This is an optimization exercise on Yosys and OpenROAD, whose aim is small area, a short achievable clock period and few clock cycles, not a production implementation.
The RTL was checked by simulation tests, not by an equivalence proof against the original design.

===== flow/design.v =====
module hash64_core (
    input  wire        clk,
    input  wire        rst,
    input  wire        start,
    input  wire [15:0] base,
    input  wire [15:0] offset,
    input  wire [6:0]  length,
    output wire        busy,
    output reg         done,
    output wire [63:0] digest,
    output wire        mem_req,
    output wire [15:0] mem_addr,
    input  wire        mem_ack,
    input  wire [63:0] mem_rdata
);
    localparam [63:0] K0 = 64'hc3a5c85c97cb3127;
    localparam [63:0] K1 = 64'hb492b66fbe98f273;
    localparam [63:0] K2 = 64'h9ae16a3b2f90404f;
    localparam [4:0] S_IDLE   = 5'd0,
                     S_FETCH  = 5'd1,
                     S_H32_A  = 5'd2,    
                     S_H32_C  = 5'd3,    
                     S_H32_D  = 5'd4,    
                     S_H32_E  = 5'd5,    
                     S_H32_F  = 5'd6,    
                     S_T1_UV  = 5'd7,    
                     S_T0_P0  = 5'd8,    
                     S_T0_P1  = 5'd9,    
                     S_T0_P4  = 5'd10,   
                     S_T0_S0  = 5'd11,   
                     S_T0_S1  = 5'd12,   
                     S_T0_S2  = 5'd13,   
                     S_T0_Z   = 5'd14,   
                     S_HL_A   = 5'd15,   
                     S_HL_B   = 5'd16,   
                     S_HL_C   = 5'd17,   
                     S_T2_F0  = 5'd18,   
                     S_T3_F0  = 5'd19,   
                     S_FIN    = 5'd20;   
    function [63:0] rotr;
        input [63:0] v;
        input integer r;
        rotr = (v >> r) | (v << (64 - r));
    endfunction
    function [63:0] shiftmix;
        input [63:0] v;
        shiftmix = v ^ (v >> 47);
    endfunction
    reg [4:0]  state;
    reg [15:0] s_addr;       
    reg [6:0]  n;            
    reg [1:0]  tier;
    reg [3:0]  fidx;         
    reg [1:0]  win;          
    reg [63:0] fb [0:11];    
    reg [63:0] mulr;         
    reg [63:0] ra, rb, rc, rd, ru, rv, h0, h1, res;
    integer i;
    wire [1:0] tier_in = (length <= 7'd16) ? 2'd0 :
                         (length <= 7'd32) ? 2'd1 :
                         (length <= 7'd64) ? 2'd2 : 2'd3;
    reg [3:0] nfetch;
    always @(*) begin
        case (tier)
            2'd0:    nfetch = (n == 7'd0) ? 4'd0 : (n < 7'd4) ? 4'd3 : 4'd2;
            2'd1:    nfetch = 4'd4;
            2'd2:    nfetch = 4'd8;
            default: nfetch = 4'd12;
        endcase
    end
    reg [6:0] foff;
    always @(*) begin
        foff = 7'd0;
        case (tier)
            2'd0: begin
                if (n >= 7'd8)
                    foff = (fidx == 4'd0) ? 7'd0 : n - 7'd8;
                else if (n >= 7'd4)
                    foff = (fidx == 4'd0) ? 7'd0 : n - 7'd4;
                else
                    foff = (fidx == 4'd0) ? 7'd0 :
                           (fidx == 4'd1) ? {1'b0, n[6:1]} : n - 7'd1;
            end
            2'd1: begin
                case (fidx[1:0])
                    2'd0: foff = 7'd0;
                    2'd1: foff = 7'd8;
                    2'd2: foff = n - 7'd8;
                    default: foff = n - 7'd16;
                endcase
            end
            default: begin
                case (fidx)
                    4'd0:  foff = 7'd0;
                    4'd1:  foff = 7'd8;
                    4'd2:  foff = 7'd24;
                    4'd3:  foff = 7'd16;
                    4'd4:  foff = (tier == 2'd2) ? n - 7'd32 : 7'd32;
                    4'd5:  foff = (tier == 2'd2) ? n - 7'd24 : 7'd40;
                    4'd6:  foff = (tier == 2'd2) ? n - 7'd8  : 7'd56;
                    4'd7:  foff = (tier == 2'd2) ? n - 7'd16 : 7'd48;
                    4'd8:  foff = n - 7'd32;
                    4'd9:  foff = n - 7'd24;
                    4'd10: foff = n - 7'd8;
                    default: foff = n - 7'd16;
                endcase
            end
        endcase
    end
    assign mem_req  = (state == S_FETCH) && (nfetch != 4'd0);
    assign mem_addr = s_addr + {9'd0, foff};
    assign busy     = (state != S_IDLE);
    assign digest   = res;
    reg [4:0] first_state;
    always @(*) begin
        case (tier)
            2'd0:    first_state = (n >= 7'd8) ? S_T0_P0 :
                                   (n >= 7'd4) ? S_T0_P4 :
                                   (n != 7'd0) ? S_T0_S0 : S_T0_Z;
            default: first_state = S_H32_A;
        endcase
    end
    wire [63:0] w0 = fb[{win, 2'b00}];
    wire [63:0] w1 = fb[{win, 2'b01}];
    wire [63:0] w2 = fb[{win, 2'b10}];
    wire [63:0] w3 = fb[{win, 2'b11}];
    wire [63:0] mul0 = (tier == 2'd2) ? K2 - 64'd30 : K2 - 64'd114;
    wire [63:0] hmul = (tier[1] && win == 2'd0) ? mul0 : mulr;
    wire        chain = (tier == 2'd3) && (win == 2'd2);
    wire [63:0] seed0 = chain ? h0 : 64'd0;
    wire [63:0] seed1 = chain ? h1 : 64'd0;
    wire [63:0] hu = rotr(ra + w1, 43) + rotr(rc, 30) + rd + seed0;
    wire [63:0] hv = ra + rotr(w1 + K2, 18) + rc + seed1;
    wire [63:0] t0_a = fb[0] + K2;
    wire [63:0] t0_y = {48'd0, fb[1][7:0], fb[0][7:0]};
    wire [63:0] t0_z = {54'd0, fb[2][7:0], 2'b00} + {57'd0, n};
    reg  [63:0] mop_a, mop_b;
    always @(*) begin
        mop_a = 64'd0;
        mop_b = 64'd0;
        case (state)
            S_H32_A: begin mop_a = w0;              mop_b = K1;   end
            S_H32_C: begin mop_a = w2;              mop_b = hmul; end
            S_H32_D: begin mop_a = w3;              mop_b = K2;   end
            S_H32_E: begin mop_a = hu ^ hv;         mop_b = hmul; end
            S_H32_F: begin mop_a = hv ^ ru;         mop_b = hmul; end
            S_T0_P0: begin mop_a = rotr(fb[1], 37); mop_b = mulr; end
            S_T0_P1: begin mop_a = rotr(t0_a, 25) + fb[1]; mop_b = mulr; end
            S_T0_S0: begin mop_a = t0_y;            mop_b = K2;   end
            S_T0_S1: begin mop_a = t0_z;            mop_b = K0;   end
            S_T0_S2: begin mop_a = shiftmix(ra ^ rb); mop_b = K2; end
            S_HL_A:  begin mop_a = ru ^ rv;         mop_b = mulr; end
            S_HL_B:  begin mop_a = rv ^ ra;         mop_b = mulr; end
            S_HL_C:  begin mop_a = rb;              mop_b = mulr; end
            S_T2_F0: begin mop_a = h1;              mop_b = mulr; end
            S_T3_F0: begin mop_a = rv;              mop_b = 64'd9; end
            S_FIN:   begin mop_a = ru;              mop_b = mulr; end
            default: ;
        endcase
    end
    wire [63:0] prod = mop_a * mop_b;
    always @(posedge clk) begin
        if (rst) begin
            state <= S_IDLE;
            done  <= 1'b0;
        end else begin
            case (state)
                S_IDLE: begin
                    if (start) begin
                        s_addr <= base + offset;
                        n      <= length;
                        tier   <= tier_in;
                        case (tier_in)
                            2'd0, 2'd1: mulr <= K2 + {56'd0, length, 1'b0};
                            2'd2:       mulr <= K2 - 64'd30 + {56'd0, length, 1'b0};
                            default:    mulr <= K2 - 64'd114 + {56'd0, length, 1'b0};
                        endcase
                        fidx  <= 4'd0;
                        win   <= 2'd0;
                        done  <= 1'b0;
                        state <= S_FETCH;
                    end
                end
                S_FETCH: begin
                    if (nfetch == 4'd0) begin
                        state <= first_state;
                    end else if (mem_ack) begin
                        fb[fidx] <= mem_rdata;
                        fidx     <= fidx + 4'd1;
                        if (fidx == nfetch - 4'd1)
                            state <= first_state;
                    end
                end
                S_H32_A: begin ra <= prod; state <= S_H32_C; end
                S_H32_C: begin rc <= prod; state <= S_H32_D; end
                S_H32_D: begin
                    rd    <= prod;
                    state <= (tier == 2'd1) ? S_T1_UV : S_H32_E;
                end
                S_H32_E: begin ru <= shiftmix(prod); state <= S_H32_F; end
                S_H32_F: begin
                    case (win)
                        2'd0: h0 <= shiftmix(prod);
                        2'd1: h1 <= shiftmix(prod);
                        default: rv <= shiftmix(prod);
                    endcase
                    if (tier == 2'd2 && win == 2'd1) begin
                        state <= S_T2_F0;
                    end else if (tier == 2'd3 && win == 2'd2) begin
                        state <= S_T3_F0;
                    end else begin
                        win   <= win + 2'd1;
                        state <= S_H32_A;
                    end
                end
                S_T1_UV: begin ru <= hu; rv <= hv; state <= S_HL_A; end
                S_T0_P0: begin ru <= prod + t0_a; state <= S_T0_P1; end
                S_T0_P1: begin rv <= prod; state <= S_HL_A; end
                S_T0_P4: begin
                    ru    <= {22'd0, fb[0][31:0], 3'b000} + {57'd0, n};
                    rv    <= {32'd0, fb[1][31:0]};
                    state <= S_HL_A;
                end
                S_T0_S0: begin ra <= prod; state <= S_T0_S1; end
                S_T0_S1: begin rb <= prod; state <= S_T0_S2; end
                S_T0_S2: begin res <= prod; done <= 1'b1; state <= S_IDLE; end
                S_T0_Z:  begin res <= K2;   done <= 1'b1; state <= S_IDLE; end
                S_HL_A: begin ra <= shiftmix(prod); state <= S_HL_B; end
                S_HL_B: begin rb <= shiftmix(prod); state <= S_HL_C; end
                S_HL_C: begin res <= prod; done <= 1'b1; state <= S_IDLE; end
                S_T2_F0: begin ru <= prod + h0; state <= S_FIN; end
                S_T3_F0: begin ru <= prod + (h0 >> 17) + (h1 >> 21); state <= S_FIN; end
                S_FIN:   begin res <= prod; done <= 1'b1; state <= S_IDLE; end
                default: state <= S_IDLE;
            endcase
        end
    end
endmodule

===== flow/run.sh =====
#!/bin/bash
# synth_recipe.tcl (not shown) runs the flow's synth.tcl, then flattens the netlist and writes it again
# the make line also repeats each setting of config.mk as NAME=value (left out here)
make -C /OpenROAD-flow-scripts/flow DESIGN_CONFIG=/design/flow/config.mk WORK_HOME=/design/flow/orfs CLKGATE_MAP_FILE= SYNTH_SCRIPT=/design/flow/synth_recipe.tcl finish

===== flow/config.mk =====
export PLATFORM = sky130hd
export DESIGN_NAME = hash64_core
export DESIGN_NICKNAME = hash64_core
export VERILOG_FILES = /design/flow/design.v
export SDC_FILE = /design/flow/constraint.sdc
export NUM_CORES = 4
export LEC_CHECK = 0
export CAP_MARGIN = 20
export CORE_MARGIN = 2
export CORE_UTILIZATION = 30
export PLACE_DENSITY = 0.45
export SETUP_SLACK_MARGIN = 0.5
export SLEW_MARGIN = 20

===== flow/constraint.sdc =====
create_clock -name core_clock -period 24.0 [get_ports {clk}]
set_input_delay 4.8000 -clock core_clock [delete_from_list [all_inputs] [get_ports {clk}]]
set_output_delay 4.8000 -clock core_clock [all_outputs]
set_load 0.01 [all_outputs]

==> run notes <==
==> worst min-delay path by stage <==
stage / startpoint / end
2_1_floorplan: done / done
3_3_place_gp: win[0] / win[0]
3_5_place_dp: win[0] / win[0]
4_1_cts: win[0] / win[0]
5_1_grt: win[0] / win[0]
6_report: win[0] / win[0]
==> synth_stat cells, drive strengths merged (36+ instances only) <==
| library cell | count |
|---|---|
| nor2b | 65 |
| o21ai | 579 |
| a21o | 267 |
| o21bai | 103 |
| o221ai | 82 |
| or2 | 36 |
| a211oi | 82 |
| clkbuf | 447 |
| xor2 | 278 |
| ha | 874 |
| o31ai | 41 |
| nand2b | 124 |
| or3 | 42 |
| xnor2 | 544 |
| nand2 | 1173 |
| o211ai | 47 |
| a221o | 60 |
| buf | 148 |
| nor3 | 104 |
| mux2i | 311 |
| a221oi | 117 |
| nor2 | 1077 |
| a21oi | 779 |
| and2 | 169 |
| a22oi | 132 |
| o22ai | 86 |
| inv | 2832 |
| nand3 | 147 |
| nand4 | 101 |
| o21a | 81 |
| edfxtp | 1388 |
| and3 | 65 |
| fa | 1955 |
| a31oi | 55 |
==> timing repair <==
item                                    in CTS  in global routing
pin swaps                                    1                  9
endpoints found under the setup margin      27                 50
gates cloned                                 0                  2
resized for setup                            4                 66
setup buffers                                1                 18
==> worst max-delay path: cells and delay by family, from the launching register on <==
kind | cells | cell delay [ps]
multiplexers | 4 | 1100
AND/OR/NAND/NOR | 8 | 1290
flip-flops | 1 | 470
AO/OA/AOI/OAI | 40 | 7920
adder cells (fa/ha/maj) | 17 | 7060
XOR/XNOR | 4 | 1060
buffers and inverters | 22 | 3400
==> per-stage QoR <==
stage               hold slack [ps]  utilization
floorplan                       532            -
CTS                             645        0.354
detailed placement              637        0.342
global route                    661        0.355
global placement                594        0.342
finish                          652        0.355
==> kinds of logic after synthesis <==
kind of cell / count (synthesis) / share of synthesized area
other: 2 / 0.0000504
flip-flops: 1396 / 0.281
XOR/XNOR: 832 / 0.0500
multiplexers: 333 / 0.0227
adder cells (fa/ha/maj): 2829 / 0.336
buffers and inverters: 3435 / 0.0878
AO/OA/AOI/OAI: 2846 / 0.126
AND/OR/NAND/NOR: 3202 / 0.0961
==> cell type report <==
type,instances,area (um^2),area share
clock buffer,200,4450,0.0253
timing repair buffer,1525,12900,0.0734
clock inverter,107,1130,0.00643
sequential,1396,41900,0.238
multi-input combinational,10200,96100,0.547
inverter,2840,10700,0.0607
antenna,92,230,0.00131
tap,6630,8300,0.0472
==> metal layers <==
layer | wire length, um | vias to the layer above | track usage
met5 | 357 | - | 0
li1 | - | 51800 | -
met4 | 112000 | 58 | 0.347
met3 | 77600 | 2106 | 0.0849
met2 | 419000 | 6924 | 0.576
met1 | 360000 | 66100 | 0.448
==> results by group <==
Place
  – DP Area: 0.169 mm^2
  – DP Worst Slack: 24.2 ps
  – Placed Cells: 22,500
  – Number of port buffers: 189
  – GP Congestion: 1.08
  – DP HPWL: 811,000 um

STA
  – Slew Limit Fails: 0
  – Tcrit/Tclk final: 0.947
  – Unrepaired setup endpoints after global routing: no
  – Slew headroom: 0.0575
  – Tmin final: 22,730 ps
  – # setup viols final: 0
  – Fin Setup TNS: 0 ps
  – Max Freq: 44.0 MHz
  – Skew final: 83.6 ps
  – Slew @ Worst Pin: 1400 ps
  – Fin. Hold Viols: 0
  – Final WS setup: 1270 ps

Logic synthesis
  – FFs w/ async S/R, synth: 0
  – FF+latch count, synth: 1,396
  – Synth area leader: edfxtp_1
  – Mapped Area: 0.149 mm^2
  – Largest cells by area after synthesis: edfxtp_1 28%, fa_1 26%, ha_1 7.3%
  – Post-synth EDFFs: 1,388
  – Yosys cell types: 107
  – Synth top area share: 0.280
  – Post-Syn Instances: 14,900
  – Prevailing post-synth register cell: edfxtp_1
  – Register area share after synthesis: 0.281
  – Synth Warn #: 1
  – Post-synthesis average cell area: 10.0 um^2

Setup path
  – CP max stage cell: fa_1
  – Critical path's largest stage delay: 540 ps
  – Worst EP arrival: 23,370 ps
  – Required @ worst endpoint: 24,640 ps
  – Worst setup EP type: flip-flop
  – Reg2reg setup slack: 1270 ps
  – Critical setup path kind: reg -> reg
  – Critical Path Sink: ru[43]
  – CP max FO: 14
  – Reg-to-reg critical path endpoint: ru[43]
  – CP Launch Type: flip-flop
  – R2r worst-path depth: 95

Floorplanning
  – Die Footprint: 0.502 mm^2
  – Die Y: 709 um
  – Rows: 258
  – Die span in x: 709 um
  – CORE AREA: 0.494 mm^2
  – I/O Pins: 190
  – Initial Utilization: 0.301

GRT
  – First-pass GRT wire length: 1,250,000 um
  – Vias in the first global route: 124,000
  – Global route total overflow: 0
  – Largest net degree at the start of global routing: 150
  – Initial antenna violation count: 152
  – GR Util All Layers: 0.380

Detailed routing
  – First-pass DRT Iterations: 9
  – Post-DRT Antenna Nets: 0
  – # DRC: 0
  – DR WL/cell: 42.3 um
  – Vias per cell: 5.53
  – Number of DRC markers in iteration 0: 15,600
  – Via count: 127,000
  – Routed wire length: 969,000 um

Clock network
  – Clock Latency Late Sink: 960 ps
  – Maximum root-to-sink buffer count: 4
  – TritonCTS Buffers: 171
  – Worst-path clk slew: 70 ps
  – Clk sinks: 1,396
  – Cts hold-fix bufs: 0
  – # H-tree levels: 4
  – Clk root buf: clkbuf_16
  – CTS tree: done

Layout
  – Area Overhead vs Synth: 17.9%
  – Layout Nets: 19,000
  – Fill count: 50,700
  – Share of cells above drive strength 1: 0.119
  – Flip-flop count of the largest register after layout: 768
  – Commonest non-fill, non-tap cell in the layout: inv_1
  – Most frequent cells in the layout: 2,827 x inv_1, 1,955 x fa_1, 1,388 x edfxtp_1, 1,252 x buf_4, 1,166 x nand2_1
  – Post-route cell area: 0.176 mm^2
  – Non-filler cells in the finished layout: 22,900
  – Top reg by flops: fb

Hold path
  – Hold Path Class: reg -> reg
  – Hold Crit Depth: 1

Flow run
  – # Max-Cap Violations: 0

Status
  – Status: complete, no violations
Testbench counts, summed over its fixed seeds: cycles 25,371.

static timing again, ports no longer ideal:
No port has a modelled driver above. Below, the same layout with a new extraction and two added sets of constraints. Step 1 assumes that a clkbuf_16 drives the clock port and a buf_2 every other input. Step 2 moves the port delays by t, midway between the first and last clock arrival at a register: inputs arrive t later, outputs are due t later. That takes back most of the time a late clock gives input paths. Three values: no drivers, after step 1, after step 2; two values: the first two.
t (ns): 1.036
setup WS [ns]: 1.267 / 1.267 / 1.267
slew at the worst register clock pin (ns): 0.07 / 0.07
worst slew at a driven data input, ns: 0.20
cell pins on the clock port's net: 1
After both steps this run still meets setup and hold. For this run, drivers alone change the setup slack by 0.000 ns; drivers and shift together by 0.000 ns.
